From an optimization exercise on the open Yosys and OpenROAD flow, aimed at small area, a short achievable clock period and few clock cycles per item; shortcuts taken in it are not production practice.
At most, simulation tests tie the RTL to the original design; equivalence was not proved.
The RTL of runs 1 to 3 and 5 was laid out without a check of its function.
Power and IR drop assume default switching activity.

$ cat config.mk
export PLATFORM = sky130hd
export DESIGN_NAME = tone_divisor_search
export DESIGN_NICKNAME = tone_divisor_search
export VERILOG_FILES = /design/flow/design.v
export SDC_FILE = /design/flow/constraint.sdc
export NUM_CORES = 4
export LEC_CHECK = 0
export CAP_MARGIN = 20
export CORE_MARGIN = 2
export CORE_UTILIZATION = 40
export PLACE_DENSITY = 0.6
export SLEW_MARGIN = 20
export TNS_END_PERCENT = 0
$ cat constraint.sdc
create_clock -name core_clock -period 10.0 [get_ports {clk}]
set_input_delay 2.0000 -clock core_clock [delete_from_list [all_inputs] [get_ports {clk}]]
set_output_delay 2.0000 -clock core_clock [all_outputs]
set_load 0.01 [all_outputs]
$ cat design.v
module tone_divisor_search (
    input  wire        clk,
    input  wire        rst,       
    input  wire        start,
    input  wire [31:0] hz,        
    output wire        ready,
    output reg         done,
    output wire [7:0]  div,       
    output wire [15:0] cmp,       
    output wire [33:0] err        
);
    localparam [25:0] N = 26'd42000000;
    localparam [1:0] P_DIV = 2'd0, P_RND = 2'd1, P_NEG = 2'd2, P_SHF = 2'd3;
    reg        busy;
    reg        uq;        
    reg        cq;        
    reg        tq;        
    reg        nq;        
    reg [1:0]  ph;
    reg        bigq;      
    reg [4:0]  cnt;       
    reg        nb;        
    reg [31:0] hzr;
    reg [26:0] R;         
    reg [15:0] X;         
    reg [1:0]  K;         
    assign ready = ~busy;
    assign div   = {K == 2'd3, 1'b0, K == 2'd2, 1'b0, K == 2'd1, 1'b0, K == 2'd0, 1'b0};
    assign cmp   = X;
    assign err   = {hzr[31:25], R[26:1], 1'b0};
    wire acc = start & ~busy;
    wire t10 = |hz[31:10];
    wire t12 = |hz[31:12];
    wire t13 = |hz[31:13];
    wire t14 = |hz[31:14];
    wire t15 = |hz[31:15];
    wire t18 = |hz[31:18];
    wire s8  = t18;
    wire s11 = t15 & ~t18;
    wire s12 = t14 & ~t15;
    wire s13 = t13 & ~t14;
    wire s14 = t12 & ~t13;
    wire s16 = t10 & ~t12;
    wire s22 = ~t10;
    wire [26:0] r_in = ({27{s8}}  & (N >> 8))  | ({27{s11}} & (N >> 11)) |
                       ({27{s12}} & (N >> 12)) | ({27{s13}} & (N >> 13)) |
                       ({27{s14}} & (N >> 14)) | ({27{s16}} & (N >> 16)) |
                       ({27{s22}} & (N >> 22));
    wire [4:0]  c_in = ({5{s8}}  & 5'd7)  | ({5{s11}} & 5'd10) | ({5{s12}} & 5'd11) |
                       ({5{s13}} & 5'd12) | ({5{s14}} & 5'd13) | ({5{s16}} & 5'd15) |
                       ({5{s22}} & 5'd21);    
    wire        n_in = |({s8, s11, s12, s13, s14, s16, s22} &
                         {N[7], N[10], N[11], N[12], N[13], N[15], N[21]});
    wire ge641 = (hzr >= 32'd641);
    wire ge161 = (hzr >= 32'd161);
    wire ge41  = (hzr >= 32'd41);
    wire [1:0] k   = {~ge161, (~ge641 & ge161) | ~ge41};
    wire       lo25 = (hzr[31:25] == 7'd0);
    wire        tiny   = (hzr[31:4] == 28'd0) && (hzr[3:0] <= 4'd10);
    wire [3:0]  t_hi   = 4'd10 - hzr[3:0];
    wire [9:0]  t_lo   = 10'd890 + {6'd0, hzr[3:0]};
    wire [26:0] r_tiny = {t_hi, 6'd0, t_lo, 7'd0};
    wire        dv    = busy & (ph == P_DIV);
    wire        rn    = busy & (ph == P_RND);
    wire        ng    = busy & (ph == P_NEG);
    wire        sh    = busy & (ph == P_SHF);
    wire        x0    = (X == 16'd0);
    wire        bstop = dv & (cnt == 5'd1) & x0 & ~cy;    
    wire [25:0] A     = uq ? {1'b0, R[24:0]} : {R[24:0], nb};
    wire [24:0] S;
    wire        c25;
    wire [24:0] nhz   = ~hzr[24:0];
    wire [24:0] ad_p = A[24:0] ^ nhz;
    wire [24:0] ad_g = A[24:0] & nhz;
    wire ad_G0 = ad_g[0] | (ad_p[0] & cq);
    wire ad_G1 = ad_g[2] | (ad_p[2] & ad_g[1]);
    wire ad_P1 = ad_p[2] & ad_p[1];
    wire ad_G2 = ad_g[4] | (ad_p[4] & ad_g[3]);
    wire ad_P2 = ad_p[4] & ad_p[3];
    wire ad_G3 = ad_g[6] | (ad_p[6] & ad_g[5]);
    wire ad_P3 = ad_p[6] & ad_p[5];
    wire ad_G4 = ad_g[8] | (ad_p[8] & ad_g[7]);
    wire ad_P4 = ad_p[8] & ad_p[7];
    wire ad_G5 = ad_g[10] | (ad_p[10] & ad_g[9]);
    wire ad_P5 = ad_p[10] & ad_p[9];
    wire ad_G6 = ad_g[12] | (ad_p[12] & ad_g[11]);
    wire ad_P6 = ad_p[12] & ad_p[11];
    wire ad_G7 = ad_g[14] | (ad_p[14] & ad_g[13]);
    wire ad_P7 = ad_p[14] & ad_p[13];
    wire ad_G8 = ad_g[16] | (ad_p[16] & ad_g[15]);
    wire ad_P8 = ad_p[16] & ad_p[15];
    wire ad_G9 = ad_g[18] | (ad_p[18] & ad_g[17]);
    wire ad_P9 = ad_p[18] & ad_p[17];
    wire ad_G10 = ad_g[20] | (ad_p[20] & ad_g[19]);
    wire ad_P10 = ad_p[20] & ad_p[19];
    wire ad_G11 = ad_g[22] | (ad_p[22] & ad_g[21]);
    wire ad_P11 = ad_p[22] & ad_p[21];
    wire ad_G12 = ad_g[24] | (ad_p[24] & ad_g[23]);
    wire ad_P12 = ad_p[24] & ad_p[23];
    wire ad_G13 = ad_G1 | (ad_P1 & ad_G0);
    wire ad_G14 = ad_G3 | (ad_P3 & ad_G2);
    wire ad_P14 = ad_P3 & ad_P2;
    wire ad_G15 = ad_G5 | (ad_P5 & ad_G4);
    wire ad_P15 = ad_P5 & ad_P4;
    wire ad_G16 = ad_G7 | (ad_P7 & ad_G6);
    wire ad_P16 = ad_P7 & ad_P6;
    wire ad_G17 = ad_G9 | (ad_P9 & ad_G8);
    wire ad_P17 = ad_P9 & ad_P8;
    wire ad_G18 = ad_G11 | (ad_P11 & ad_G10);
    wire ad_P18 = ad_P11 & ad_P10;
    wire ad_G19 = ad_G14 | (ad_P14 & ad_G13);
    wire ad_G20 = ad_G16 | (ad_P16 & ad_G15);
    wire ad_P20 = ad_P16 & ad_P15;
    wire ad_G21 = ad_G18 | (ad_P18 & ad_G17);
    wire ad_P21 = ad_P18 & ad_P17;
    wire ad_G22 = ad_G20 | (ad_P20 & ad_G19);
    wire ad_G23 = ad_G21 | (ad_P21 & ad_G22);
    wire ad_G24 = ad_G15 | (ad_P15 & ad_G19);
    wire ad_G25 = ad_G17 | (ad_P17 & ad_G22);
    wire ad_G26 = ad_G2 | (ad_P2 & ad_G13);
    wire ad_G27 = ad_G4 | (ad_P4 & ad_G19);
    wire ad_G28 = ad_G6 | (ad_P6 & ad_G24);
    wire ad_G29 = ad_G8 | (ad_P8 & ad_G22);
    wire ad_G30 = ad_G10 | (ad_P10 & ad_G25);
    wire ad_G31 = ad_G12 | (ad_P12 & ad_G23);
    wire ad_G32 = ad_g[1] | (ad_p[1] & ad_G0);
    wire ad_G33 = ad_g[3] | (ad_p[3] & ad_G13);
    wire ad_G34 = ad_g[5] | (ad_p[5] & ad_G26);
    wire ad_G35 = ad_g[7] | (ad_p[7] & ad_G19);
    wire ad_G36 = ad_g[9] | (ad_p[9] & ad_G27);
    wire ad_G37 = ad_g[11] | (ad_p[11] & ad_G24);
    wire ad_G38 = ad_g[13] | (ad_p[13] & ad_G28);
    wire ad_G39 = ad_g[15] | (ad_p[15] & ad_G22);
    wire ad_G40 = ad_g[17] | (ad_p[17] & ad_G29);
    wire ad_G41 = ad_g[19] | (ad_p[19] & ad_G25);
    wire ad_G42 = ad_g[21] | (ad_p[21] & ad_G30);
    wire ad_G43 = ad_g[23] | (ad_p[23] & ad_G23);
    assign S = ad_p ^ {ad_G43, ad_G23, ad_G42, ad_G30, ad_G41, ad_G25, ad_G40, ad_G29, ad_G39, ad_G22, ad_G38, ad_G28, ad_G37, ad_G24, ad_G36, ad_G27, ad_G35, ad_G19, ad_G34, ad_G26, ad_G33, ad_G13, ad_G32, ad_G0, cq};
    assign c25 = ad_G31;
    wire        cy    = (c25 | A[25]) & lo25 & ~tiny;   
    wire        take  = nq | (tq & cy);
    wire        tdv   = dv & tiny;
    wire [24:0] r_lo  = take ? (S ^ {25{nq}}) : acc ? r_in[24:0] :
                        tdv ? r_tiny[24:0] : A[24:0];
    wire [1:0]  r_hi  = (sh | (rn & ~cy)) ? R[25:24] :
                        tdv ? r_tiny[26:25] :
                        busy ? 2'd0 : acc ? r_in[26:25] : R[26:25];
    wire [15:0] x_inc = X + 16'd1;
    wire        x_up  = (rn & cy) | (ng & bigq);
    wire last = (cnt == {2'd0, k, 1'b0});
    wire [1:0] ph_nx = {busy & (ph[1] | ph[0] | bstop),
                        busy & ((dv & last) | (rn & ~cy) | ng | sh)};
    wire fin = tdv | (rn & ~cy & (k == 2'd0)) | (ng & (k == 2'd0) & ~bigq) |
               (sh & (cnt == 5'd0));
    wire busy_nx = ~rst & (busy ? ~fin : acc);
    wire done_nx = ~rst & busy & fin;
    wire bigq_nx = busy & (bigq | bstop);
    always @(posedge clk) begin
        busy <= busy_nx;
        done <= done_nx;
        uq   <= ~busy_nx | (ph_nx == P_NEG);
        cq   <= busy_nx & ((ph_nx == P_DIV) | ((ph_nx == P_NEG) & ~bigq_nx));
        tq   <= busy_nx & ((ph_nx == P_DIV) | (ph_nx == P_RND));
        nq   <= busy_nx & (ph_nx == P_NEG);
    end
    always @(posedge clk) begin
        ph <= ph_nx;
        if (!busy) begin
            cnt  <= c_in;
            nb   <= n_in;
        end else begin
            if (dv)
                K <= k;
            nb <= dv & ~last & N[cnt - 5'd1];
            if (bstop)
                cnt <= 5'd1;
            else if (dv || sh)
                cnt <= cnt - 5'd1;
        end
        bigq <= bigq_nx;
        R <= {r_hi, r_lo};
        if (acc)
            hzr <= hz;
        else if (ng && bigq && c25)      
            hzr[31:25] <= hzr[31:25] - 7'd1;
        if (acc)
            X <= 16'd0;
        else if (tdv)
            X <= 16'hFFFF;
        else if (dv)
            X <= {X[14:0], cy | (cnt == 5'd1 && x0)};
        else if (x_up)
            X <= x_inc;
    end
endmodule
$ cat flow/run.sh
#!/bin/bash
# Standard ORFS layout (the standard.sh), with a larger setup-slack
# target for timing repair and buf_2 cells as the port buffers.
set -euo pipefail
export SETUP_SLACK_MARGIN=6.5
export BUFFER_PORTS_ARGS="-buffer_cell sky130_fd_sc_hd__buf_2"
bash standard.sh > standard.log 2>&1
$ cat standard.sh
#!/bin/bash
# synth_recipe.tcl (not shown) runs the flow's synth.tcl, then flattens the netlist and writes it again
# the make line also repeats each setting of config.mk as NAME=value (left out here)
make -C /OpenROAD-flow-scripts/flow DESIGN_CONFIG=/design/flow/config.mk WORK_HOME=/design/flow/orfs CLKGATE_MAP_FILE= SYNTH_SCRIPT=/design/flow/synth_recipe.tcl "${@:-finish}"
==> run summary, run 1 <==
status finished clean; Tightest Pin Transition 712 ps; IO Pins 95; Max-Cap Viols 0; share of cells above drive strength 1 0.267; Final setup viols 0; NumNets Final 901; routed len/inst 18.6 µm; syn_area_per_cell 8.90 µm²; Critical Path Max Stage Delay 250 ps; RSZ-0062 raised after global routing true; max frequency 0.286 GHz; routed vias/inst 5.66; residual DRC count 0; Worst-path clk slew 70 ps; final slew viol count 0; dpl cells 998; Setup crit start start; total number of vias 5,881; CP Launch Type input port; Worst Path Buf+Inv 4; Starting DRT DRC Count 505; Total GRT Usage 0.209; Setup Skew 10.8 ps; CTS Buffer Depth 2; die span in x 134 µm; Setup crit end kind flip-flop; GR Overflow Total 0; pin count of the biggest net entering global routing 57; class of the most critical setup path input port to flip-flop; row count 47; Area Overhead vs Synth 17.1%; post-DP HPWL 13,300 µm; Clock H-tree levels 3; slew margin rel. 0.521; clk sink count 92; initial core utilization 0.407; CP Depth 10; post-synthesis cell type count 75; Reg2Reg Capture Point R[22]$_DFF_P_; Synth Flop Type dfxtp_1; r2r startpoint uq$_DFF_P_; clock latency (worst-skew pair) 360 ps; Hold WC Path Type flip-flop to flip-flop; sequential area share after synthesis 0.335; Post-synth EDFFs 41; Reg2Reg Depth 14; vias in the first global route 5,457; CP top delay family buffers and inverters; antenna violations before repair 1; CP endpoint R[13]$_DFF_P_; WL final 19,400 µm; area of the multi-input gates 4150 µm²; CTS tree done; yosys warns 1; reg2reg setup slack 6510 ps; filler instances 1,587; die area 17,900 µm²; post-layout min period 3500 ps; setup TNS 0 ps; FF+latch count, synth 92; Final Power 0.00115 W; Crit Path Max Fanout 28; share of synthesized registers carrying an async set or reset 0; Worst EP arrival 3760 ps; Die H 134 µm; Final Non-Filler Cells 1,039; peak supply drop 98.0 µV; I/O Buffers 89; Mapped Cells 755; post-route antenna net violation count 0; # diodes 0; Synth Cell Area 6720 µm²; CP cell instances buf_2, nand2_1, buf_4, inv_2, buf_12, nand2b_1, nor2_1, a21oi_1, and4_1, a211oi_1; CTS Buf Count 9; slowest CP cell nor2_1; Lkg Pwr 3.21 nW; hold_buf cts 0; Seq. cell area 2260 µm²; CTS root buffer clkbuf_16; Power Density 146 nW/µm²; Placer Congestion 0.888; first-pass GRT wire length 29,100 µm; Worst EP required 10,260 ps; Final Cycle Share 0.350; Pre-antenna DRT Iters 5; final count of hold timing violations 0; core footprint 16,500 µm²
[kinds of logic (layout without fill, tap and decap cells)]
family / after synthesis / after routing / synth area share
AO/OA/AOI/OAI: 193 / 193 / 0.197
XOR/XNOR: 23 / 23 / 0.0300
adder cells (fa/ha/maj): 52 / 52 / 0.111
buffers and inverters: 125 / 183 / 0.0950
flip-flops: 92 / 92 / 0.335
multiplexers: 26 / 26 / 0.0434
other: 1 / 5 / 0.000558
AND/OR/NAND/NOR: 243 / 245 / 0.188
[how the worst min path moves through the flow]
stage / start / end / slack [ps] / cells after the start
after global placement: bigq$_DFF_P_ / bigq$_DFF_P_ / 490 / 2
final: bigq$_DFF_P_ / bigq$_DFF_P_ / 510 / 2
after floorplan: bigq$_DFF_P_ / bigq$_DFF_P_ / 460 / 2
after CTS: bigq$_DFF_P_ / bigq$_DFF_P_ / 500 / 2
after detailed placement: bigq$_DFF_P_ / bigq$_DFF_P_ / 500 / 2
after global routing: bigq$_DFF_P_ / bigq$_DFF_P_ / 540 / 2
[power by group]
group,switching (W),total [W],internal [W]
combinational,0.000184,0.000341,0.000158
sequential,0.0000453,0.000475,0.000430
clock,0.000154,0.000335,0.000182
[cell usage after synthesis, types with 3 or more instances]
master | number | share of area
o21a_1 | 5 | 0.0056
buf_4 | 40 | 0.045
edfxtp_1 | 41 | 0.18
nor3_1 | 27 | 0.020
dfxtp_1 | 51 | 0.15
or4_1 | 5 | 0.0056
o311ai_0 | 4 | 0.0052
inv_1 | 47 | 0.026
o211ai_1 | 8 | 0.0089
nand3_1 | 22 | 0.016
or3_1 | 7 | 0.0065
and4_1 | 7 | 0.0091
a211o_1 | 5 | 0.0065
a21oi_1 | 34 | 0.025
buf_2 | 3 | 0.0022
o21ai_0 | 50 | 0.037
and2_1 | 7 | 0.0065
xor2_1 | 9 | 0.012
a221oi_1 | 6 | 0.0078
o22a_1 | 3 | 0.0039
a211oi_1 | 19 | 0.021
o22ai_1 | 4 | 0.0037
a21o_1 | 11 | 0.012
clkbuf_1 | 29 | 0.016
nor2_1 | 44 | 0.025
a2111oi_0 | 3 | 0.0039
fa_1 | 13 | 0.039
nand2_1 | 60 | 0.034
a31oi_1 | 5 | 0.0047
and3_1 | 6 | 0.0056
xnor2_1 | 14 | 0.018
o211a_1 | 4 | 0.0060
nor2b_1 | 7 | 0.0065
nand4_1 | 6 | 0.0056
nor4_1 | 23 | 0.021
a311oi_1 | 6 | 0.0078
nand2b_1 | 8 | 0.0074
mux2_2 | 25 | 0.042
ha_1 | 39 | 0.073
[cell usage in the layout, fill, tap and decap left out, types with 5 or more instances in the layout]
| cell | Yosys | routed |
|---|---|---|
| ha_4 | 0 | 8 |
| and2_1 | 7 | 7 |
| a31oi_1 | 5 | 5 |
| o21a_1 | 5 | 5 |
| buf_2 | 3 | 89 |
| nor4_2 | 0 | 5 |
| xor2_1 | 9 | 9 |
| and3_1 | 6 | 6 |
| nor4_1 | 23 | 18 |
| ha_1 | 39 | 30 |
| nor2_1 | 44 | 41 |
| nand2b_1 | 8 | 8 |
| nand4_1 | 6 | 6 |
| o21ai_1 | 0 | 6 |
| nand2_1 | 60 | 60 |
| nor3_1 | 27 | 26 |
| a211o_1 | 5 | 5 |
| nand3_1 | 22 | 22 |
| clkbuf_16 | 0 | 10 |
| mux2_2 | 25 | 21 |
| a221oi_1 | 6 | 5 |
| inv_1 | 47 | 45 |
| a21oi_2 | 0 | 6 |
| fa_1 | 13 | 10 |
| a211oi_1 | 19 | 17 |
| dfxtp_1 | 51 | 49 |
| o211ai_1 | 8 | 8 |
| conb_1 | 1 | 5 |
| a21oi_1 | 34 | 28 |
| edfxtp_1 | 41 | 41 |
| a311oi_1 | 6 | 6 |
| and4_1 | 7 | 7 |
| nor2b_1 | 7 | 6 |
| a21o_1 | 11 | 11 |
| or3_1 | 7 | 7 |
| xnor2_1 | 14 | 13 |
| buf_4 | 40 | 22 |
| o21ai_0 | 50 | 44 |
| or4_1 | 5 | 5 |
[metal layers]
| metal | up-vias | share of wire | global-route usage |
|---|---|---|---|
| met5 | - | 0.00052 | 0 |
| met4 | 2 | 0.027 | 0.0863 |
| met3 | 35 | 0.062 | 0.0297 |
| met2 | 188 | 0.46 | 0.327 |
| met1 | 2792 | 0.45 | 0.290 |
| li1 | 2864 | - | - |
[layout make-up]
cell class,count,share of cell area
well taps,220,0.0350
clock inverters,4,0.00318
multi-input cells,544,0.527
repair buffers,118,0.0916
clock buffers,12,0.0326
inverters,49,0.0240
flip-flops and latches,92,0.287
[stage by stage]
stage	worst slack, ps	area [µm²]	hold slack [ps]	util
2_1_floorplan	6210	6750	460	-
3_5_place_dp	5770	7060	495	0.427
3_3_place_gp	5800	7060	494	0.427
6_report	6500	7870	509	0.476
4_1_cts	6460	7550	505	0.457
5_1_grt	6400	7870	540	0.476
[state kept, by name, indices dropped and copies added, names as in the netlist]
register  cells
K             2
R            27
X            16
bigq          1
busy          1
cnt           5
cq            1
done          1
hzr          32
nb            1
nq            1
ph            2
tq            1
uq            1
[tightest hold or removal path, delay by kind of cell (launching register included)]
kind                   cells  cell delay [ps]
DFF                        1              330
buffers and inverters      1               70
AOI/OAI and AO/OA          1               60
[repair_timing]
action	CTS	global route
setup buffers	13	9
pin swaps	6	12
setup endpoints to repair	65	52
gates resized for setup	22	46
cloned	0	3
==> run 2, diff against run 1 <==
--- a/design.v
+++ b/design.v
@@ -98,44 +98,70 @@
     wire ad_G12 = ad_g[24] | (ad_p[24] & ad_g[23]);
     wire ad_P12 = ad_p[24] & ad_p[23];
-    wire ad_G13 = ad_G1 | (ad_P1 & ad_G0);
-    wire ad_G14 = ad_G3 | (ad_P3 & ad_G2);
-    wire ad_P14 = ad_P3 & ad_P2;
-    wire ad_G15 = ad_G5 | (ad_P5 & ad_G4);
-    wire ad_P15 = ad_P5 & ad_P4;
-    wire ad_G16 = ad_G7 | (ad_P7 & ad_G6);
-    wire ad_P16 = ad_P7 & ad_P6;
-    wire ad_G17 = ad_G9 | (ad_P9 & ad_G8);
-    wire ad_P17 = ad_P9 & ad_P8;
-    wire ad_G18 = ad_G11 | (ad_P11 & ad_G10);
-    wire ad_P18 = ad_P11 & ad_P10;
-    wire ad_G19 = ad_G14 | (ad_P14 & ad_G13);
-    wire ad_G20 = ad_G16 | (ad_P16 & ad_G15);
-    wire ad_P20 = ad_P16 & ad_P15;
-    wire ad_G21 = ad_G18 | (ad_P18 & ad_G17);
-    wire ad_P21 = ad_P18 & ad_P17;
-    wire ad_G22 = ad_G20 | (ad_P20 & ad_G19);
-    wire ad_G23 = ad_G21 | (ad_P21 & ad_G22);
-    wire ad_G24 = ad_G15 | (ad_P15 & ad_G19);
-    wire ad_G25 = ad_G17 | (ad_P17 & ad_G22);
-    wire ad_G26 = ad_G2 | (ad_P2 & ad_G13);
-    wire ad_G27 = ad_G4 | (ad_P4 & ad_G19);
-    wire ad_G28 = ad_G6 | (ad_P6 & ad_G24);
-    wire ad_G29 = ad_G8 | (ad_P8 & ad_G22);
-    wire ad_G30 = ad_G10 | (ad_P10 & ad_G25);
-    wire ad_G31 = ad_G12 | (ad_P12 & ad_G23);
-    wire ad_G32 = ad_g[1] | (ad_p[1] & ad_G0);
-    wire ad_G33 = ad_g[3] | (ad_p[3] & ad_G13);
-    wire ad_G34 = ad_g[5] | (ad_p[5] & ad_G26);
-    wire ad_G35 = ad_g[7] | (ad_p[7] & ad_G19);
-    wire ad_G36 = ad_g[9] | (ad_p[9] & ad_G27);
-    wire ad_G37 = ad_g[11] | (ad_p[11] & ad_G24);
-    wire ad_G38 = ad_g[13] | (ad_p[13] & ad_G28);
-    wire ad_G39 = ad_g[15] | (ad_p[15] & ad_G22);
-    wire ad_G40 = ad_g[17] | (ad_p[17] & ad_G29);
-    wire ad_G41 = ad_g[19] | (ad_p[19] & ad_G25);
-    wire ad_G42 = ad_g[21] | (ad_p[21] & ad_G30);
-    wire ad_G43 = ad_g[23] | (ad_p[23] & ad_G23);
-    assign S = ad_p ^ {ad_G43, ad_G23, ad_G42, ad_G30, ad_G41, ad_G25, ad_G40, ad_G29, ad_G39, ad_G22, ad_G38, ad_G28, ad_G37, ad_G24, ad_G36, ad_G27, ad_G35, ad_G19, ad_G34, ad_G26, ad_G33, ad_G13, ad_G32, ad_G0, cq};
-    assign c25 = ad_G31;
+    wire ad_G13 = ad_g[1] | (ad_p[1] & ad_G0);
+    wire ad_G14 = ad_G1 | (ad_P1 & ad_G0);
+    wire ad_G15 = ad_g[5] | (ad_p[5] & ad_G2);
+    wire ad_P15 = ad_p[5] & ad_P2;
+    wire ad_G16 = ad_G3 | (ad_P3 & ad_G2);
+    wire ad_P16 = ad_P3 & ad_P2;
+    wire ad_G17 = ad_g[9] | (ad_p[9] & ad_G4);
+    wire ad_P17 = ad_p[9] & ad_P4;
+    wire ad_G18 = ad_G5 | (ad_P5 & ad_G4);
+    wire ad_P18 = ad_P5 & ad_P4;
+    wire ad_G19 = ad_g[13] | (ad_p[13] & ad_G6);
+    wire ad_P19 = ad_p[13] & ad_P6;
+    wire ad_G20 = ad_G7 | (ad_P7 & ad_G6);
+    wire ad_P20 = ad_P7 & ad_P6;
+    wire ad_G21 = ad_g[17] | (ad_p[17] & ad_G8);
+    wire ad_P21 = ad_p[17] & ad_P8;
+    wire ad_G22 = ad_G9 | (ad_P9 & ad_G8);
+    wire ad_P22 = ad_P9 & ad_P8;
+    wire ad_G23 = ad_g[21] | (ad_p[21] & ad_G10);
+    wire ad_P23 = ad_p[21] & ad_P10;
+    wire ad_G24 = ad_G11 | (ad_P11 & ad_G10);
+    wire ad_P24 = ad_P11 & ad_P10;
+    wire ad_G25 = ad_g[3] | (ad_p[3] & ad_G14);
+    wire ad_G26 = ad_G2 | (ad_P2 & ad_G14);
+    wire ad_G27 = ad_G15 | (ad_P15 & ad_G14);
+    wire ad_G28 = ad_G16 | (ad_P16 & ad_G14);
+    wire ad_G29 = ad_g[11] | (ad_p[11] & ad_G18);
+    wire ad_P29 = ad_p[11] & ad_P18;
+    wire ad_G30 = ad_G6 | (ad_P6 & ad_G18);
+    wire ad_P30 = ad_P6 & ad_P18;
+    wire ad_G31 = ad_G19 | (ad_P19 & ad_G18);
+    wire ad_P31 = ad_P19 & ad_P18;
+    wire ad_G32 = ad_G20 | (ad_P20 & ad_G18);
+    wire ad_P32 = ad_P20 & ad_P18;
+    wire ad_G33 = ad_g[19] | (ad_p[19] & ad_G22);
+    wire ad_P33 = ad_p[19] & ad_P22;
+    wire ad_G34 = ad_G10 | (ad_P10 & ad_G22);
+    wire ad_P34 = ad_P10 & ad_P22;
+    wire ad_G35 = ad_G23 | (ad_P23 & ad_G22);
+    wire ad_P35 = ad_P23 & ad_P22;
+    wire ad_G36 = ad_G24 | (ad_P24 & ad_G22);
+    wire ad_P36 = ad_P24 & ad_P22;
+    wire ad_G37 = ad_g[7] | (ad_p[7] & ad_G28);
+    wire ad_G38 = ad_G4 | (ad_P4 & ad_G28);
+    wire ad_G39 = ad_G17 | (ad_P17 & ad_G28);
+    wire ad_G40 = ad_G18 | (ad_P18 & ad_G28);
+    wire ad_G41 = ad_G29 | (ad_P29 & ad_G28);
+    wire ad_G42 = ad_G30 | (ad_P30 & ad_G28);
+    wire ad_G43 = ad_G31 | (ad_P31 & ad_G28);
+    wire ad_G44 = ad_G32 | (ad_P32 & ad_G28);
+    wire ad_G45 = ad_g[23] | (ad_p[23] & ad_G36);
+    wire ad_P45 = ad_p[23] & ad_P36;
+    wire ad_G46 = ad_G12 | (ad_P12 & ad_G36);
+    wire ad_P46 = ad_P12 & ad_P36;
+    wire ad_G47 = ad_g[15] | (ad_p[15] & ad_G44);
+    wire ad_G48 = ad_G8 | (ad_P8 & ad_G44);
+    wire ad_G49 = ad_G21 | (ad_P21 & ad_G44);
+    wire ad_G50 = ad_G22 | (ad_P22 & ad_G44);
+    wire ad_G51 = ad_G33 | (ad_P33 & ad_G44);
+    wire ad_G52 = ad_G34 | (ad_P34 & ad_G44);
+    wire ad_G53 = ad_G35 | (ad_P35 & ad_G44);
+    wire ad_G54 = ad_G36 | (ad_P36 & ad_G44);
+    wire ad_G55 = ad_G45 | (ad_P45 & ad_G44);
+    wire ad_G56 = ad_G46 | (ad_P46 & ad_G44);
+    assign S = ad_p ^ {ad_G55, ad_G54, ad_G53, ad_G52, ad_G51, ad_G50, ad_G49, ad_G48, ad_G47, ad_G44, ad_G43, ad_G42, ad_G41, ad_G40, ad_G39, ad_G38, ad_G37, ad_G28, ad_G27, ad_G26, ad_G25, ad_G14, ad_G13, ad_G0, cq};
+    assign c25 = ad_G56;
     wire        cy    = (c25 | A[25]) & lo25 & ~tiny;   
     wire        take  = nq | (tq & cy);
==> run summary, run 2 <==
sequential area share after synthesis 0.336; Synth Cell Area 6700 µm²; post-synth top area cell edfxtp_1; max frequency 0.278 GHz; CP Launch Type input port; Synth area leaders edfxtp_1 (18%), dfxtp_1 (15%), ha_1 (7.3%), buf_4 (4.4%), mux2_2 (4.2%); Synth Flop Type dfxtp_1; Mapped Cells 756; Reg2Reg Depth 12; CTS Buf Count 9; # diodes 0; Hold WC Path Type flip-flop to flip-flop; Clock H-tree levels 3; RSZ-0062 raised after global routing true; residual DRC count 0; row count 47; CTS tree done; post-route antenna net violation count 0; fraction of the mapped netlist area in adder cells 0.0878; post-synthesis cell type count 85; Worst-path clk slew 60 ps; die span in x 133 µm; Most flops, register hzr; first-pass GRT wire length 29,400 µm; Die H 133 µm; max FFs per register 32; I/O Buffers 89; syn_area_per_cell 8.86 µm²; Final Cycle Share 0.359; setup TNS 0 ps; share of synthesized registers carrying an async set or reset 0; antenna violations before repair 1; final slew viol count 0; Area Overhead vs Synth 14.2%; Final Power 0.00106 W; vias in the first global route 5,438; WHS Path Cells 2; CTS Buffer Depth 2; Worst EP required 10,270 ps; die area 17,800 µm²; most common cell in the netlist nand2_1; biggest regs hzr: 32 flops, R: 27 flops, X: 16 flops; IO Pins 95; peak supply drop 77.0 µV; routed vias/inst 5.65; Synth Area in XOR/XNOR 0.0379; clock latency (worst-skew pair) 350 ps; pin count of the biggest net entering global routing 64; post-layout min period 3590 ps; Simple-Gate Fraction of Synth Area 0.178; CTS root buffer clkbuf_16; Synth Area in Compound Gates 0.217; largest family of logic cells by synthesized area compound AO/OA/AOI/OAI gates; share of cells above drive strength 1 0.247; core footprint 16,500 µm²; FF+latch count, synth 92; WL final 18,800 µm; clk sink count 92; Starting DRT DRC Count 458; final count of hold timing violations 0; Worst EP arrival 3860 ps; Setup Skew 8.88 ps; multiplexer share of the synthesized area 0.0465; Placer Congestion 0.867; most frequent cells after synthesis nand2_1 (60), dfxtp_1 (51), inv_1 (49); Crit Path Max Fanout 8; slew margin rel. 0.341; total number of vias 5,829; routed len/inst 18.3 µm; Final setup viols 0; yosys warns 1; Post-synth EDFFs 41; post-synth top area share 0.184; Pre-antenna DRT Iters 5; class of the most critical setup path input port to flip-flop; initial core utilization 0.407; Power Density 139 nW/µm²; Max-Cap Viols 0; most frequent cells in the layout buf_2 (86), nand2_1 (58), dfxtp_1 (50); post-DP HPWL 13,400 µm; commonest non-fill, non-tap cell in the layout buf_2; Setup crit end kind flip-flop; NumNets Final 885; Lkg Pwr 3.12 nW; Total GRT Usage 0.209; Tightest Pin Transition 986 ps; GR Overflow Total 0; status finished clean
run 2: cells by family after synthesis:
family,count (synthesis)
buffers and inverters,125
other,1
adder cells (fa/ha/maj),44
AO/OA/AOI/OAI,208
multiplexers,28
flip-flops,92
XOR/XNOR,29
AND/OR/NAND/NOR,229
run 2: cell type report:
class / count / area (µm²)
Clock buffer: 11 / 243
Clock inverter: 5 / 27.5
Fill cell: 1618 / 8820
Inverter: 52 / 199
Multi-Input combinational cell: 543 / 3990
Sequential cell: 92 / 2250
Tap cell: 220 / 275
Timing Repair Buffer: 108 / 661
run 2: stage by stage:
step | cells | hold slack, ps | area (µm²) | util | setup slack [ps]
floorplan | 760 | 531 | 6780 | - | 6430
global placement | 1001 | 530 | 7070 | 0.430 | 5780
detailed placement | 1001 | 534 | 7070 | 0.430 | 5660
CTS | 1024 | 543 | 7470 | 0.454 | 6410
global route | 1031 | 592 | 7650 | 0.464 | 6340
finish | 1031 | 543 | 7650 | 0.464 | 6410
run 2: path summary, 6_finish.rpt:
kind / from / endpoint / slack, ps
setup / recovery: hz[16] / R[9]$_DFF_P_ / 6410
hold / removal: X[8]$_SDFFE_PP0P_ / X[8]$_SDFFE_PP0P_ / 540
setup reg to reg: uq$_DFF_P_ / cnt[3]$_DFFE_PP_ / 6500
hold reg to reg: X[8]$_SDFFE_PP0P_ / X[8]$_SDFFE_PP0P_ / 540
run 2: report_power, final:
group	leakage (nW)	internal, W	total [W]	switching (W)
clock	0.137	0.000174	0.000321	0.000147
combinational	2.16	0.000123	0.000289	0.000166
sequential	0.818	0.000423	0.000455	0.0000314
total	3.12	0.000720	0.00106	0.000344
run 2: worst max-delay path, stage by stage:
cell and delay (ps):
buf_2 100, or3_1 570, nor2_4 200, nand2_4 70, or4_4 550, o21ai_2 80
nor3_2 60, a211oi_2 230
run 2: timing repair:
item | 4_1_cts | 5_1_grt
pin swaps | 6 | 14
hold buffers | 0 | 0
resized for setup | 14 | 31
setup endpoints to repair | 62 | 58
cloned | 0 | 1
buffers inserted | 7 | 6
run 2: per-layer routing:
layer	track usage	up-vias	part of all wire
met2	0.324	190	0.45
met4	0.0514	0	0.018
met3	0.0457	20	0.063
li1	-	2852	-
met5	0	-	0
met1	0.298	2767	0.47
==> run 3, diff against run 2 <==
--- a/design.v
+++ b/design.v
@@ -4,5 +4,5 @@
     input  wire        start,
     input  wire [31:0] hz,        
-    output wire        ready,
+    output reg         ready,
     output reg         done,
     output wire [7:0]  div,       
@@ -25,5 +25,4 @@
     reg [15:0] X;         
     reg [1:0]  K;         
-    assign ready = ~busy;
     assign div   = {K == 2'd3, 1'b0, K == 2'd2, 1'b0, K == 2'd1, 1'b0, K == 2'd0, 1'b0};
     assign cmp   = X;
@@ -167,6 +166,7 @@
     wire        take  = nq | (tq & cy);
     wire        tdv   = dv & tiny;
-    wire [24:0] r_lo  = take ? (S ^ {25{nq}}) : acc ? r_in[24:0] :
-                        tdv ? r_tiny[24:0] : A[24:0];
+    wire [24:0] r_keep = tdv ? r_tiny[24:0] : A[24:0];
+    wire [24:0] r_lo  = ({25{take}} & (S ^ {25{nq}})) | ({25{acc}} & r_in[24:0]) |
+                        ({25{~take & ~acc}} & r_keep);
     wire [1:0]  r_hi  = (sh | (rn & ~cy)) ? R[25:24] :
                         tdv ? r_tiny[26:25] :
@@ -184,4 +184,5 @@
     always @(posedge clk) begin
         busy <= busy_nx;
+        ready <= ~busy_nx;   
         done <= done_nx;
         uq   <= ~busy_nx | (ph_nx == P_NEG);
@@ -199,8 +200,6 @@
                 K <= k;
             nb <= dv & ~last & N[cnt - 5'd1];
-            if (bstop)
-                cnt <= 5'd1;
-            else if (dv || sh)
-                cnt <= cnt - 5'd1;
+            if (dv || sh)        
+                cnt <= (cnt - 5'd1) | {4'd0, bstop};
         end
         bigq <= bigq_nx;
==> run summary, run 3 <==
post-layout min period 3670 ps; GR Overflow Total 0; max frequency 0.272 GHz; final instance area 7520 µm²; Worst-path clk slew 60 ps; row count 47; Final setup viols 0; Int Pwr 0.000713 W; filler instances 1,656; Pre-antenna DRT Iters 5; dpl cells 1,014; most common cell in the netlist nand2_1; DP Worst Slack 5450 ps; Setup crit end kind flip-flop; antenna violations before repair 2; sequential area share after synthesis 0.338; post-synthesis cell type count 81; Lkg Pwr 3.22 nW; post-DP HPWL 13,600 µm; switching power of the nets 0.000325 W; Most flops, register hzr; total number of vias 5,674; Clock H-tree levels 3; share of cells above drive strength 1 0.221; biggest regs hzr: 32 flops, R: 27 flops, X: 16 flops; NumNets Final 890; clk sink count 93; most frequent cells in the layout buf_2 (89), nand2_1 (65), a21oi_1 (56); Placer Congestion 0.890; Comb pwr share 0.257; Setup Skew 10.1 ps; final setup margin 6330 ps; setup TNS 0 ps; IO Pins 95; Final Cycle Share 0.367; routed len/inst 17.8 µm; share of synthesized registers carrying an async set or reset 0; clock latency (worst-skew pair) 360 ps; CTS root buffer clkbuf_16; Die H 134 µm; Worst EP required 10,240 ps; Post-synth EDFFs 41; Synth Cell Area 6720 µm²; syn_area_per_cell 8.82 µm²; CTS Buffer Depth 2; Hold WC Path Type flip-flop to flip-flop; class of the most critical setup path flip-flop to flip-flop; peak supply drop 85.2 µV; Clock Power Share 0.302; I/O Buffers 89; Final Non-Filler Cells 1,037; CTS tree done; Placement Cell Area 7130 µm²; hold_buf cts 0; Power Density 138 nW/µm²; post-route antenna net violation count 0; final count of hold timing violations 0; final slew viol count 0; max FFs per register 32; yosys warns 1; core footprint 16,500 µm²; Hold Crit Start bigq$_DFF_P_; RSZ-0062 raised after global routing true; slew margin rel. 0.405; post-synth top area share 0.183; initial core utilization 0.407; commonest non-fill, non-tap cell in the layout buf_2; die area 17,900 µm²; Synth area leaders edfxtp_1 (18%), dfxtp_1 (15%), ha_1 (7.3%), mux2_2 (5.5%), buf_4 (4.4%); Sw Ratio 0.313; WL final 18,500 µm; Crit Path Max Fanout 26; Worst EP arrival 3910 ps; Total GRT Usage 0.211; r2r startpoint uq$_DFF_P_; Starting DRT DRC Count 422; Mapped Cells 762; routed vias/inst 5.47; first-pass GRT wire length 29,400 µm; Synth Flop Type dfxtp_1; Reg power frac 0.441; pin count of the biggest net entering global routing 52; Area Overhead vs Synth 11.8%; FF+latch count, synth 93; Max-Cap Viols 0; Setup crit start uq$_DFF_P_; die span in x 134 µm; post-layout util 0.455; CP Launch Type flip-flop; status finished clean; post-synth top area cell edfxtp_1; residual DRC count 0; CTS Buf Count 9; most frequent cells after synthesis nand2_1 (65), a21oi_1 (58), nor2_1 (54); vias in the first global route 5,442; reg2reg setup slack 6330 ps; Tightest Pin Transition 893 ps
-- run 3: changes by cell type after synthesis, moves of 5 or more --
cell	before	now
mux2i_1	3	18
o21ai_1	1	14
a211oi_1	17	7
and3_1	2	7
mux2_2	25	33
a21oi_1	48	58
nor3_1	31	18
nand2_1	60	65
a2111oi_0	5	0
o21ai_0	40	30
nor2_1	45	54
o22ai_1	9	4
-- run 3: metrics by stage --
step           hold WS, ps  total power (W)
2_1_floorplan          464         0.000667
3_3_place_gp           484         0.000724
3_5_place_dp           489         0.000725
4_1_cts                504          0.00104
5_1_grt                554          0.00109
6_report               504          0.00104
-- run 3: power groups by stage --
stage	sequential, W	clock (W)	combinational, W
floorplan	0.000455	0	0.000212
global placement	0.000466	0	0.000258
detailed placement	0.000466	0	0.000259
CTS	0.000458	0.000322	0.000265
global route	0.000462	0.000331	0.000297
finish	0.000458	0.000314	0.000267
-- run 3: cell families after synthesis --
kind of cell    synth area share
simple gates               0.183
compound gates             0.180
buf+inv                   0.0899
flops                      0.338
mux                       0.0821
fa+ha+maj                 0.0875
xor+xnor                  0.0391
other cells             0.000558
-- run 3: path summary, 6_finish.rpt --
| path | to | cells past startpoint |
|---|---|---|
| worst min register to register | bigq$_DFF_P_ | 1 |
| worst max-delay path | uq$_DFF_P_ | 12 |
| worst max register to register | uq$_DFF_P_ | 12 |
| worst min-delay path | bigq$_DFF_P_ | 1 |
-- run 3: timing repair --
action | 4_1_cts | 5_1_grt
resized for setup | 17 | 1
endpoints found under the setup margin | 57 | 52
pin swaps | 3 | 1
setup buffers | 4 | 1
gates cloned | 1 | 0
endpoints found under the hold margin | 0 | 0
-- run 3: routing by layer --
metal,up-vias,routed length [µm],GRT usage
li1,2815,-,-
met2,147,8680,0.345
met4,2,601,0.0904
met1,2674,8250,0.277
met5,-,11,0
met3,36,961,0.0369
-- run 3: area by class of cell --
cell class	count	area [µm²]	area share
multi-input cells	556	3970	0.527
flip-flops and latches	93	2270	0.302
repair buffers	101	561	0.0745
well taps	220	275	0.0366
clock buffers	14	244	0.0324
inverters	50	188	0.0250
clock inverters	2	11.3	0.00150
diodes	1	2.50	0.000333
-- run 3: critical path: stages, from the launching register on --
cell and delay [ps]:
dfxtp_1 360, buf_12 200, mux2_2 370, ha_1 370, and4_1 260, and3_1 200, nand2_1 80, o211ai_1 290
buf_4 190, o21a_1 250, o32ai_1 160, a2111o_2 570, a31o_1 220
==> run 4, diff against run 3 <==
--- a/design.v
+++ b/design.v
@@ -4,5 +4,5 @@
     input  wire        start,
     input  wire [31:0] hz,        
-    output reg         ready,
+    output wire        ready,
     output reg         done,
     output wire [7:0]  div,       
@@ -25,4 +25,5 @@
     reg [15:0] X;         
     reg [1:0]  K;         
+    assign ready = ~busy;
     assign div   = {K == 2'd3, 1'b0, K == 2'd2, 1'b0, K == 2'd1, 1'b0, K == 2'd0, 1'b0};
     assign cmp   = X;
@@ -184,5 +185,4 @@
     always @(posedge clk) begin
         busy <= busy_nx;
-        ready <= ~busy_nx;   
         done <= done_nx;
         uq   <= ~busy_nx | (ph_nx == P_NEG);
==> run summary, run 4 <==
slew margin rel. 0.433; Most flops, register hzr; residual DRC count 0; Mapped Cells 772; Synth Flop Type dfxtp_1; RSZ-0062 raised after global routing true; post-layout util 0.458; routed len/inst 18.3 µm; Final setup viols 0; hold_buf cts 0; Power Density 142 nW/µm²; # diodes 0; initial core utilization 0.411; final count of hold timing violations 0; Critical Path Max Stage Delay 580 ps; Crit Path Max Fanout 21; share of cells above drive strength 1 0.226; vias in the first global route 5,556; slowest CP cell dfxtp_2; yosys warns 1; Area Overhead vs Synth 11.5%; NumNets Final 895; Worst-path clk slew 70 ps; CP Launch Type flip-flop; antenna violations before repair 0; first-pass GRT wire length 30,200 µm; Worst Path Buf+Inv 2; post-layout min period 3570 ps; core footprint 16,600 µm²; peak supply drop 85.2 µV; WL final 19,000 µm; Setup crit end kind output pin; Synth Cell Area 6830 µm²; pin count of the biggest net entering global routing 57; setup TNS 0 ps; clock latency (worst-skew pair) 360 ps; Final Cycle Share 0.357; Setup Skew 13.6 ps; I/O Buffers 89; Starting DRT DRC Count 425; most frequent cells in the layout buf_2 (89), nand2_1 (69), a21oi_1 (51); die span in x 135 µm; most common cell in the netlist nand2_1; total number of vias 5,843; Placer Congestion 0.874; sequential area share after synthesis 0.330; CP top delay family buffers and inverters; clk sink count 92; FF+latch count, synth 92; post-DP HPWL 13,800 µm; Max-Cap Viols 0; CTS Buf Count 9; IO Pins 95; Lkg Pwr 3.31 nW; filler instances 1,608; Pre-antenna DRT Iters 6; CTS Buffer Depth 2; Worst EP arrival 1570 ps; most frequent cells after synthesis nand2_1 (71), a21oi_1 (52), dfxtp_1 (51), inv_1 (51), nor2_1 (50); Worst EP required 8000 ps; Die H 135 µm; class of the most critical setup path flip-flop to output pin; post-synth top area cell edfxtp_1; CTS tree done; Clock H-tree levels 3; post-synth top area share 0.180; Tightest Pin Transition 841 ps; CP cell instances clkinv_1, buf_2; commonest non-fill, non-tap cell in the layout buf_2; max frequency 0.280 GHz; routed vias/inst 5.62; max FFs per register 32; die area 18,100 µm²; Total GRT Usage 0.213; post-route antenna net violation count 0; Hold WC Path Type flip-flop to flip-flop; post-synthesis cell type count 84; share of synthesized registers carrying an async set or reset 0; Post-synth EDFFs 41; syn_area_per_cell 8.85 µm²; Hold WS 558 ps; row count 47; final slew viol count 0; GR Overflow Total 0; Synth area leaders edfxtp_1 (18%), dfxtp_1 (15%), ha_1 (7.1%), mux2_2 (4.6%), buf_4 (4.4%); biggest regs hzr: 32 flops, R: 27 flops, X: 16 flops; status finished clean; CTS root buffer clkbuf_16
run 4: cell count changes in the layout (fill, tap and decap cells not counted), sizes merged, moves of 4 or more:
cell,previous run,this run
nor2,56,50
a221o,2,9
inv,48,52
xnor2,17,13
mux2,33,28
nand3b,1,6
nor4,14,19
nand2,65,71
a21oi,59,55
mux2i,18,11
and2,2,6
run 4: cells by family (layout without fill, tap and decap cells):
logic type	after synthesis	count (layout)	share of synthesized area
simple gates	248	248	0.189
compound gates	198	198	0.206
buf+inv	126	170	0.0961
flops	92	92	0.330
fa+ha+maj	44	44	0.0860
mux	39	39	0.0622
xor+xnor	24	24	0.0308
other cells	1	5	0.000549
run 4: layer usage:
layer | global-route usage | wire length [µm] | part of all wire | vias up
li1 | - | - | - | 2864
met1 | 0.288 | 8720 | 0.46 | 2800
met2 | 0.353 | 9140 | 0.48 | 159
met3 | 0.0289 | 797 | 0.042 | 20
met4 | 0.0661 | 344 | 0.018 | 0
met5 | 0 | 0 | 0 | -
run 4: worst paths after layout:
kind         cells after the start  slack (ps)         start             to
min                              1         560  bigq$_DFF_P_   bigq$_DFF_P_
max reg2reg                     13        6470    uq$_DFF_P_  R[15]$_DFF_P_
max                              2        6430  busy$_DFF_P_          ready
min reg2reg                      1         560  bigq$_DFF_P_   bigq$_DFF_P_
run 4: power by group:
group          switching, W  total (W)  internal (W)  leakage (nW)
Sequential        0.0000341   0.000458      0.000424         0.816
Clock              0.000150   0.000338      0.000188         0.139
Combinational      0.000162   0.000289      0.000127          2.36
Total              0.000346    0.00108      0.000739          3.31
run 4: cell type report:
cell class                      instances  area, µm²  area share
Clock buffer                           14        274      0.0360
Inverter                               53        201      0.0264
Sequential cell                        92       2260       0.296
Multi-Input combinational cell        558       4020       0.528
Clock inverter                          1       6.26    0.000821
Timing Repair Buffer                  102        581      0.0762
Tap cell                              220        275      0.0361
run 4: worst register-to-register path, cell delays in order (launching register included):
cell       delay, ps
dfxtp_4          380
buf_12           150
mux2_4           350
ha_4             230
a21o_1           210
or3_4            350
o2111ai_4        320
a21oi_4          110
o41a_1           350
a21o_1           200
fa_1             500
o21ai_0           80
a21oi_1          130
nand2_1           60
run 4: timing repair:
action,in CTS,in global routing
pin swaps,5,3
gates resized for setup,11,10
endpoints found under the setup margin,92,46
buffers inserted,7,2
cloned,1,0
run 4: through the flow:
| stage | worst slack, ps | power, W | cells | cell area, µm² |
|---|---|---|---|---|
| finish | 6430 | 0.00108 | 1040 | 7620 |
| global route | 6310 | 0.00114 | 1040 | 7620 |
| CTS | 6410 | 0.00108 | 1038 | 7560 |
| detailed placement | 5280 | 0.000739 | 1015 | 7160 |
| global placement | 5310 | 0.000738 | 1015 | 7160 |
| floorplan | 6480 | 0.000679 | 776 | 6890 |
Testbench counts of run 4, summed over its fixed seeds: cycles 19,890, items 1,280.
==> run 5, diff against run 4 <==
--- a/design.v
+++ b/design.v
@@ -31,25 +31,36 @@
     wire acc = start & ~busy;
     wire t10 = |hz[31:10];
+    wire t11 = |hz[31:11];
     wire t12 = |hz[31:12];
     wire t13 = |hz[31:13];
     wire t14 = |hz[31:14];
     wire t15 = |hz[31:15];
+    wire t16 = |hz[31:16];
     wire t18 = |hz[31:18];
+    wire p10 = t10 & ~t11;
+    wire p11 = t11 & ~t12;
+    wire p12 = t12 & ~t13;
+    wire p13 = t13 & ~t14;
+    wire p14 = t14 & ~t15;
+    wire p15 = t15 & ~t16;
     wire s8  = t18;
-    wire s11 = t15 & ~t18;
-    wire s12 = t14 & ~t15;
-    wire s13 = t13 & ~t14;
-    wire s14 = t12 & ~t13;
-    wire s16 = t10 & ~t12;
+    wire s10 = p15 & hz[14];
+    wire s11 = (p15 & ~hz[14]) | (p14 & hz[13]) | (t16 & ~t18);
+    wire s12 = (p14 & ~hz[13]) | (p13 & hz[12]);
+    wire s13 = (p13 & ~hz[12]) | (p12 & hz[11]);
+    wire s14 = (p12 & ~hz[11]) | (p11 & hz[10]);
+    wire s15 = p11 & ~hz[10];
+    wire s16 = p10;
     wire s22 = ~t10;
-    wire [26:0] r_in = ({27{s8}}  & (N >> 8))  | ({27{s11}} & (N >> 11)) |
-                       ({27{s12}} & (N >> 12)) | ({27{s13}} & (N >> 13)) |
-                       ({27{s14}} & (N >> 14)) | ({27{s16}} & (N >> 16)) |
+    wire [26:0] r_in = ({27{s8}}  & (N >> 8))  | ({27{s10}} & (N >> 10)) |
+                       ({27{s11}} & (N >> 11)) | ({27{s12}} & (N >> 12)) |
+                       ({27{s13}} & (N >> 13)) | ({27{s14}} & (N >> 14)) |
+                       ({27{s15}} & (N >> 15)) | ({27{s16}} & (N >> 16)) |
                        ({27{s22}} & (N >> 22));
-    wire [4:0]  c_in = ({5{s8}}  & 5'd7)  | ({5{s11}} & 5'd10) | ({5{s12}} & 5'd11) |
-                       ({5{s13}} & 5'd12) | ({5{s14}} & 5'd13) | ({5{s16}} & 5'd15) |
-                       ({5{s22}} & 5'd21);    
-    wire        n_in = |({s8, s11, s12, s13, s14, s16, s22} &
-                         {N[7], N[10], N[11], N[12], N[13], N[15], N[21]});
+    wire [4:0]  c_in = ({5{s8}}  & 5'd7)  | ({5{s10}} & 5'd9)  | ({5{s11}} & 5'd10) |
+                       ({5{s12}} & 5'd11) | ({5{s13}} & 5'd12) | ({5{s14}} & 5'd13) |
+                       ({5{s15}} & 5'd14) | ({5{s16}} & 5'd15) | ({5{s22}} & 5'd21);   
+    wire        n_in = |({s8, s10, s11, s12, s13, s14, s15, s16, s22} &
+                         {N[7], N[9], N[10], N[11], N[12], N[13], N[14], N[15], N[21]});
     wire ge641 = (hzr >= 32'd641);
     wire ge161 = (hzr >= 32'd161);
==> run summary, run 5 <==
post-synth top area share 0.177; most frequent cells after synthesis nand2_1 (73), inv_1 (55), o21ai_0 (52); core footprint 17,200 µm²; Synth area leaders edfxtp_1 (18%), dfxtp_1 (15%), ha_1 (7.0%), mux2_2 (4.2%), buf_4 (4.1%); CTS Buf Count 9; WL final 20,100 µm; Die H 136 µm; post-route antenna net violation count 0; I/O Buffers 89; Crit Path Max Fanout 4; Setup crit end kind flip-flop; Reg2Reg Depth 8; final slew viol count 0; Synth Flop Type dfxtp_1; first-pass GRT wire length 30,900 µm; Synth Cell Area 6960 µm²; Final setup viols 0; FF+latch count, synth 92; Power Density 184 nW/µm²; Hold Crit Start bigq$_DFF_P_; post-synth top area cell edfxtp_1; die area 18,500 µm²; share of cells above drive strength 1 0.205; Int Pwr 0.000899 W; Setup Skew 7.97 ps; class of the most critical setup path input port to flip-flop; Hold WC Path Type flip-flop to flip-flop; slew margin rel. 0.404; Final Non-Filler Cells 1,078; reg2reg setup slack 6370 ps; pin count of the biggest net entering global routing 55; Clock Power Share 0.244; clock latency (worst-skew pair) 360 ps; post-DP HPWL 14,900 µm; Tightest Pin Transition 893 ps; vias in the first global route 5,482; routed vias/inst 5.62; syn_area_per_cell 8.71 µm²; Most flops, register hzr; post-synthesis cell type count 79; routed len/inst 18.6 µm; hold endpoint bigq$_DFF_P_; Clock H-tree levels 3; RSZ-0062 raised after global routing true; Mapped Cells 799; Reg power frac 0.349; initial core utilization 0.405; setup TNS 0 ps; clk sink count 92; Sw Ratio 0.372; biggest regs hzr: 32 flops, R: 27 flops, X: 16 flops; Area Overhead vs Synth 12.0%; sequential area share after synthesis 0.324; Placer Congestion 0.864; Starting DRT DRC Count 533; Total GRT Usage 0.219; residual DRC count 0; # diodes 0; hold_buf cts 0; Worst-path clk slew 70 ps; commonest non-fill, non-tap cell in the layout buf_2; NumNets Final 927; WHS Path Cells 2; post-layout min period 3720 ps; GR Overflow Total 0; CTS tree done; total number of vias 6,061; Lkg Pwr 3.25 nW; yosys warns 1; Pre-antenna DRT Iters 5; status finished clean; die span in x 136 µm; most frequent cells in the layout buf_2 (87), nand2_1 (70), inv_1 (54); share of synthesized registers carrying an async set or reset 0; antenna violations before repair 0; Max-Cap Viols 0; most common cell in the netlist nand2_1; Comb pwr share 0.406; IO Pins 95; final count of hold timing violations 0; CTS root buffer clkbuf_16; max FFs per register 32; peak supply drop 92.2 µV; Final Cycle Share 0.372; r2r startpoint hzr[31]$_DFFE_PP_; switching power of the nets 0.000532 W; CTS Buffer Depth 2; Post-synth EDFFs 41; Worst EP arrival 4010 ps; Reg2Reg Capture Point R[11]$_DFF_P_; row count 48; Worst EP required 10,290 ps; dpl cells 1,054; max frequency 0.269 GHz; CP Launch Type input port
## run 5: changes by cell type in the layout (fill, tap and decap cells not counted), sizes merged, moves of 5 or more
cell / before / now
nor2b: 5 / 15
a21oi: 55 / 44
mux2i: 11 / 16
nand2b: 12 / 7
o21ai: 48 / 53
a31oi: 4 / 12
nor4: 19 / 14
a21o: 7 / 12
o211ai: 8 / 21
a211o: 2 / 7
xnor2: 13 / 20
## run 5: worst max-delay path by stage
stage / start / end / slack (ps) / cells after the start
floorplan: hz[18] / R[0]$_DFF_P_ / 5990 / 8
global placement: hz[23] / R[0]$_DFF_P_ / 5430 / 8
detailed placement: hz[23] / R[0]$_DFF_P_ / 5410 / 8
CTS: hz[31] / R[10]$_DFF_P_ / 6200 / 8
global route: hz[18] / R[0]$_DFF_P_ / 6210 / 8
finish: hz[31] / R[8]$_DFF_P_ / 6280 / 8
## run 5: layout make-up
class / instances / area, µm²
multi-input combinational: 588 / 4190
clock buffer: 11 / 233
fill: 1740 / 9390
inverter: 56 / 214
timing repair buffer: 101 / 559
clock inverter: 5 / 51.3
sequential: 92 / 2260
tap: 225 / 282
## run 5: power groups by stage
stage / Sequential, W / Clock [W] / Combinational [W]
after global routing: 0.000507 / 0.000365 / 0.000642
after detailed placement: 0.000508 / 0 / 0.000565
after floorplan: 0.000485 / 0 / 0.000482
final: 0.000500 / 0.000350 / 0.000581
after CTS: 0.000499 / 0.000354 / 0.000574
after global placement: 0.000507 / 0 / 0.000562
## run 5: logic make-up (layout without fill, tap and decap cells)
logic type | Yosys count | after routing | share of synthesized area
simple gates | 259 | 259 | 0.196
compound gates | 209 | 209 | 0.205
buf+inv | 123 | 173 | 0.0885
flops | 92 | 92 | 0.324
fa+ha+maj | 44 | 44 | 0.0845
mux | 42 | 42 | 0.0651
xor+xnor | 29 | 29 | 0.0365
other cells | 1 | 5 | 0.000539
## run 5: metrics by stage
stage	worst slack [ps]	power (W)	hold slack (ps)	instance area, µm²	util
4_1_cts	6200	0.00143	541	7700	0.449
3_3_place_gp	5430	0.00107	506	7330	0.427
6_report	6280	0.00143	530	7790	0.453
3_5_place_dp	5410	0.00107	526	7330	0.427
5_1_grt	6210	0.00152	577	7790	0.453
2_1_floorplan	5990	0.000968	474	6970	-
## run 5: repair_timing
action,CTS,global route
resized for setup,16,13
endpoints found under the setup margin,71,65
pin swaps,7,6
setup buffers,5,3
## run 5: worst max-delay path, cell delays in order
cell and delay [ps]:
buf_8 100, nor4_4 300, nand4_2 190, or3_4 390, or4_4 470, nor4b_4 370
a21oi_1 80, o211ai_1 100
## run 5: layer usage
metal	share of wire	GRT usage
met5	0	0
met4	0.022	0.0775
met3	0.046	0.0261
met2	0.45	0.336
met1	0.48	0.318
==> run 6, diff against run 5 <==
--- a/design.v
+++ b/design.v
@@ -31,36 +31,25 @@
     wire acc = start & ~busy;
     wire t10 = |hz[31:10];
-    wire t11 = |hz[31:11];
     wire t12 = |hz[31:12];
     wire t13 = |hz[31:13];
     wire t14 = |hz[31:14];
     wire t15 = |hz[31:15];
-    wire t16 = |hz[31:16];
     wire t18 = |hz[31:18];
-    wire p10 = t10 & ~t11;
-    wire p11 = t11 & ~t12;
-    wire p12 = t12 & ~t13;
-    wire p13 = t13 & ~t14;
-    wire p14 = t14 & ~t15;
-    wire p15 = t15 & ~t16;
     wire s8  = t18;
-    wire s10 = p15 & hz[14];
-    wire s11 = (p15 & ~hz[14]) | (p14 & hz[13]) | (t16 & ~t18);
-    wire s12 = (p14 & ~hz[13]) | (p13 & hz[12]);
-    wire s13 = (p13 & ~hz[12]) | (p12 & hz[11]);
-    wire s14 = (p12 & ~hz[11]) | (p11 & hz[10]);
-    wire s15 = p11 & ~hz[10];
-    wire s16 = p10;
+    wire s11 = t15 & ~t18;
+    wire s12 = t14 & ~t15;
+    wire s13 = t13 & ~t14;
+    wire s14 = t12 & ~t13;
+    wire s16 = t10 & ~t12;
     wire s22 = ~t10;
-    wire [26:0] r_in = ({27{s8}}  & (N >> 8))  | ({27{s10}} & (N >> 10)) |
-                       ({27{s11}} & (N >> 11)) | ({27{s12}} & (N >> 12)) |
-                       ({27{s13}} & (N >> 13)) | ({27{s14}} & (N >> 14)) |
-                       ({27{s15}} & (N >> 15)) | ({27{s16}} & (N >> 16)) |
+    wire [26:0] r_in = ({27{s8}}  & (N >> 8))  | ({27{s11}} & (N >> 11)) |
+                       ({27{s12}} & (N >> 12)) | ({27{s13}} & (N >> 13)) |
+                       ({27{s14}} & (N >> 14)) | ({27{s16}} & (N >> 16)) |
                        ({27{s22}} & (N >> 22));
-    wire [4:0]  c_in = ({5{s8}}  & 5'd7)  | ({5{s10}} & 5'd9)  | ({5{s11}} & 5'd10) |
-                       ({5{s12}} & 5'd11) | ({5{s13}} & 5'd12) | ({5{s14}} & 5'd13) |
-                       ({5{s15}} & 5'd14) | ({5{s16}} & 5'd15) | ({5{s22}} & 5'd21);   
-    wire        n_in = |({s8, s10, s11, s12, s13, s14, s15, s16, s22} &
-                         {N[7], N[9], N[10], N[11], N[12], N[13], N[14], N[15], N[21]});
+    wire [4:0]  c_in = ({5{s8}}  & 5'd7)  | ({5{s11}} & 5'd10) | ({5{s12}} & 5'd11) |
+                       ({5{s13}} & 5'd12) | ({5{s14}} & 5'd13) | ({5{s16}} & 5'd15) |
+                       ({5{s22}} & 5'd21);    
+    wire        n_in = |({s8, s11, s12, s13, s14, s16, s22} &
+                         {N[7], N[10], N[11], N[12], N[13], N[15], N[21]});
     wire ge641 = (hzr >= 32'd641);
     wire ge161 = (hzr >= 32'd161);
@@ -77,5 +66,4 @@
     wire        sh    = busy & (ph == P_SHF);
     wire        x0    = (X == 16'd0);
-    wire        bstop = dv & (cnt == 5'd1) & x0 & ~cy;    
     wire [25:0] A     = uq ? {1'b0, R[24:0]} : {R[24:0], nb};
     wire [24:0] S;
@@ -187,21 +175,34 @@
     wire        x_up  = (rn & cy) | (ng & bigq);
     wire last = (cnt == {2'd0, k, 1'b0});
-    wire [1:0] ph_nx = {busy & (ph[1] | ph[0] | bstop),
-                        busy & ((dv & last) | (rn & ~cy) | ng | sh)};
-    wire fin = tdv | (rn & ~cy & (k == 2'd0)) | (ng & (k == 2'd0) & ~bigq) |
-               (sh & (cnt == 5'd0));
-    wire busy_nx = ~rst & (busy ? ~fin : acc);
-    wire done_nx = ~rst & busy & fin;
-    wire bigq_nx = busy & (bigq | bstop);
+    wire k0   = (k == 2'd0);
+    wire c1   = (cnt == 5'd1);
+    function automatic [8:0] ctl(input c);
+        reg       bs, fn, bn, dn, gn;
+        reg [1:0] pn;
+        begin
+            bs = dv & c1 & x0 & ~c;                         
+            pn = {busy & (ph[1] | ph[0] | bs),
+                  busy & ((dv & last) | (rn & ~c) | ng | sh)};
+            fn = tdv | (rn & ~c & k0) | (ng & k0 & ~bigq) | (sh & (cnt == 5'd0));
+            bn = ~rst & (busy ? ~fn : acc);
+            dn = ~rst & busy & fn;
+            gn = busy & (bigq | bs);
+            ctl = {bn, dn, gn, pn,
+                   ~bn | (pn == P_NEG),                      
+                   bn & ((pn == P_DIV) | ((pn == P_NEG) & ~gn)),    
+                   bn & ((pn == P_DIV) | (pn == P_RND)),     
+                   bn & (pn == P_NEG)};                      
+        end
+    endfunction
+    wire [8:0] ctl0 = ctl(1'b0);
+    wire [8:0] ctl1 = ctl(1'b1);
+    wire [8:0] ctl_nx = cy ? ctl1 : ctl0;
+    wire       busy_nx = ctl_nx[8];
+    wire       bstop   = dv & c1 & x0 & ~cy;
+    wire [1:0] ph_nx   = ctl_nx[5:4];
     always @(posedge clk) begin
-        busy <= busy_nx;
-        done <= done_nx;
-        uq   <= ~busy_nx | (ph_nx == P_NEG);
-        cq   <= busy_nx & ((ph_nx == P_DIV) | ((ph_nx == P_NEG) & ~bigq_nx));
-        tq   <= busy_nx & ((ph_nx == P_DIV) | (ph_nx == P_RND));
-        nq   <= busy_nx & (ph_nx == P_NEG);
+        {busy, done, bigq, ph, uq, cq, tq, nq} <= ctl_nx;
     end
     always @(posedge clk) begin
-        ph <= ph_nx;
         if (!busy) begin
             cnt  <= c_in;
@@ -214,5 +215,4 @@
                 cnt <= (cnt - 5'd1) | {4'd0, bstop};
         end
-        bigq <= bigq_nx;
         R <= {r_hi, r_lo};
         if (acc)
--- a/config.mk
+++ b/config.mk
@@ -9,4 +9,5 @@
 export CORE_MARGIN = 2
 export CORE_UTILIZATION = 40
+export CTS_BUF_LIST = sky130_fd_sc_hd__clkbuf_4 sky130_fd_sc_hd__clkbuf_8
 export PLACE_DENSITY = 0.6
 export SLEW_MARGIN = 20
==> run summary, run 6 <==
final slew viol count 0; Synth Cell Area 6700 µm²; vias in the first global route 5,276; Power Density 185 nW/µm²; Pre-antenna DRT Iters 5; GR Util met1 0.280; post-synth top area share 0.184; Crit Path Max Fanout 5; post-layout util 0.455; layer with the highest usage met2; max FFs per register 32; routed vias/inst 5.49; RSZ-0062 raised after global routing true; Worst EP arrival 3850 ps; hold_buf cts 0; share of synthesized registers carrying an async set or reset 0; class of the most critical setup path input port to flip-flop; Tightest Pin Transition 1100 ps; Clock H-tree levels 3; FF+latch count, synth 92; post-layout min period 3540 ps; GR Overflow Total 0; Placer Congestion 0.867; status finished clean; Int Pwr 0.000877 W; Lkg Pwr 3.20 nW; most frequent cells in the layout buf_2 (89), nand2_1 (64), nor2_1 (56); CTS root buffer clkbuf_8; Comb pwr share 0.419; Setup crit end kind flip-flop; Sw Ratio 0.367; clk sink count 92; pin count of the biggest net entering global routing 52; most common cell in the netlist nand2_1; Synth Flop Type dfxtp_1; Final Cycle Share 0.354; post-DP HPWL 13,600 µm; Total GRT Usage 0.207; Final setup viols 0; Hold Crit Start X[15]$_SDFFE_PP0P_; share of cells above drive strength 1 0.220; first-pass GRT wire length 28,800 µm; Most flops, register hzr; r2r startpoint uq$_DFF_P_; Area Overhead vs Synth 11.9%; final count of hold timing violations 0; core footprint 16,500 µm²; met2 usage 0.334; die area 17,800 µm²; Post-synth EDFFs 41; Setup crit start hz[22]; CTS tree done; Reg power frac 0.360; Clock Power Share 0.221; CTS Buf Count 9; routed len/inst 17.7 µm; Die H 133 µm; yosys warns 1; # diodes 0; Hold WC Path Type flip-flop to flip-flop; post-synth top area cell edfxtp_1; CP Launch Type input port; total number of vias 5,674; post-synthesis cell type count 76; commonest non-fill, non-tap cell in the layout buf_2; sequential area share after synthesis 0.336; Starting DRT DRC Count 506; Worst EP required 10,310 ps; biggest regs hzr: 32 flops, R: 27 flops, X: 16 flops; WL final 18,300 µm; Max-Cap Viols 0; Mapped Cells 753; clock latency (worst-skew pair) 390 ps; met3 Resource Use GR 0.0285; post-route antenna net violation count 0; CTS Buffer Depth 2; setup TNS 0 ps; antenna violations before repair 0; max frequency 0.283 GHz; row count 47; Synth area leaders edfxtp_1 (18%), dfxtp_1 (15%), ha_1 (7.3%), buf_4 (4.4%), mux2_2 (4.0%); Setup Skew 15.1 ps; Worst-path clk slew 90 ps; most frequent cells after synthesis nand2_1 (64), nor2_1 (56), inv_1 (55); syn_area_per_cell 8.90 µm²; IO Pins 95; switching power of the nets 0.000508 W; peak supply drop 71.4 µV; slew margin rel. 0.264; initial core utilization 0.407; I/O Buffers 89; residual DRC count 0; die span in x 133 µm; NumNets Final 888
run 6: cell count changes after synthesis, moves of 5 or more:
cell      change
a211o_1       -6
a21o_1        -9
and3_1        -5
mux2i_1       +9
nand2_1       -9
nor2_1        +5
nor2b_1       -6
o211ai_1      -8
o21ai_0       -7
run 6: through the flow:
step	area (µm²)	total power (W)	std cells	setup slack, ps	hold WS [ps]
5_1_grt	7500	0.00148	1034	6330	564
3_3_place_gp	7080	0.00107	1006	5790	520
6_report	7500	0.00139	1034	6460	528
2_1_floorplan	6720	0.000977	757	6350	509
4_1_cts	7430	0.00139	1028	6400	542
3_5_place_dp	7080	0.00107	1006	5810	519
run 6: layout make-up:
| type | count | area [µm²] |
|---|---|---|
| Inverter | 57 | 214 |
| Tap cell | 220 | 275 |
| Clock inverter | 3 | 67.6 |
| Fill cell | 1678 | 8970 |
| Multi-Input combinational cell | 543 | 3920 |
| Clock buffer | 13 | 173 |
| Sequential cell | 92 | 2250 |
| Timing Repair Buffer | 106 | 598 |
run 6: final timing paths:
path	slack [ps]	cells after the start	to
worst max-delay path	6460	7	R[0]$_DFF_P_
worst min-delay path	530	1	X[15]$_SDFFE_PP0P_
worst max register to register	6540	12	X[2]$_SDFFE_PP0P_
worst min register to register	530	1	X[15]$_SDFFE_PP0P_
run 6: what timing repair did:
item                                    4_1_cts  5_1_grt
resized for setup                            10        8
pin swaps                                     4        6
gates cloned                                  0        0
buffers inserted                              6        6
endpoints found under the setup margin       61       61
run 6: cells by family (layout without fill, tap and decap cells):
| group | count (synthesis) | after routing | share of synthesized area |
|---|---|---|---|
| fa+ha+maj | 44 | 44 | 0.0878 |
| other cells | 1 | 5 | 0.000560 |
| xor+xnor | 28 | 28 | 0.0366 |
| compound gates | 177 | 177 | 0.180 |
| flops | 92 | 92 | 0.336 |
| simple gates | 240 | 240 | 0.190 |
| mux | 49 | 49 | 0.0777 |
| buf+inv | 122 | 179 | 0.0915 |
run 6: critical path, stage by stage:
cell and delay [ps]:
buf_2 110, nor4_1 280, nand3_1 180, or2_2 400
nor3_1 610, nor2b_1 140, o211ai_1 130
run 6: metal layers:
metal / routed length [µm] / vias to the layer above
met5: 0 / -
met4: 517 / 0
met3: 811 / 31
met2: 8650 / 166
met1: 8300 / 2681
li1: - / 2796
run 6: power groups by stage:
stage	clock (W)	combinational, W	sequential (W)
final	0.000307	0.000580	0.000499
after global placement	0	0.000563	0.000507
after CTS	0.000314	0.000578	0.000498
after detailed placement	0	0.000565	0.000507
after floorplan	0	0.000488	0.000489
after global routing	0.000326	0.000646	0.000506
Testbench counts of run 6, summed over its fixed seeds: cycles 19,890, items 1,280.

Setup slack of run 6, layout unchanged: 6.462 ns with ideal ports, 6.481 ns with driving cells assumed (clock clkbuf_16, inputs buf_2), 6.060 ns with port delays also shifted by the 0.421 ns mid clock arrival.
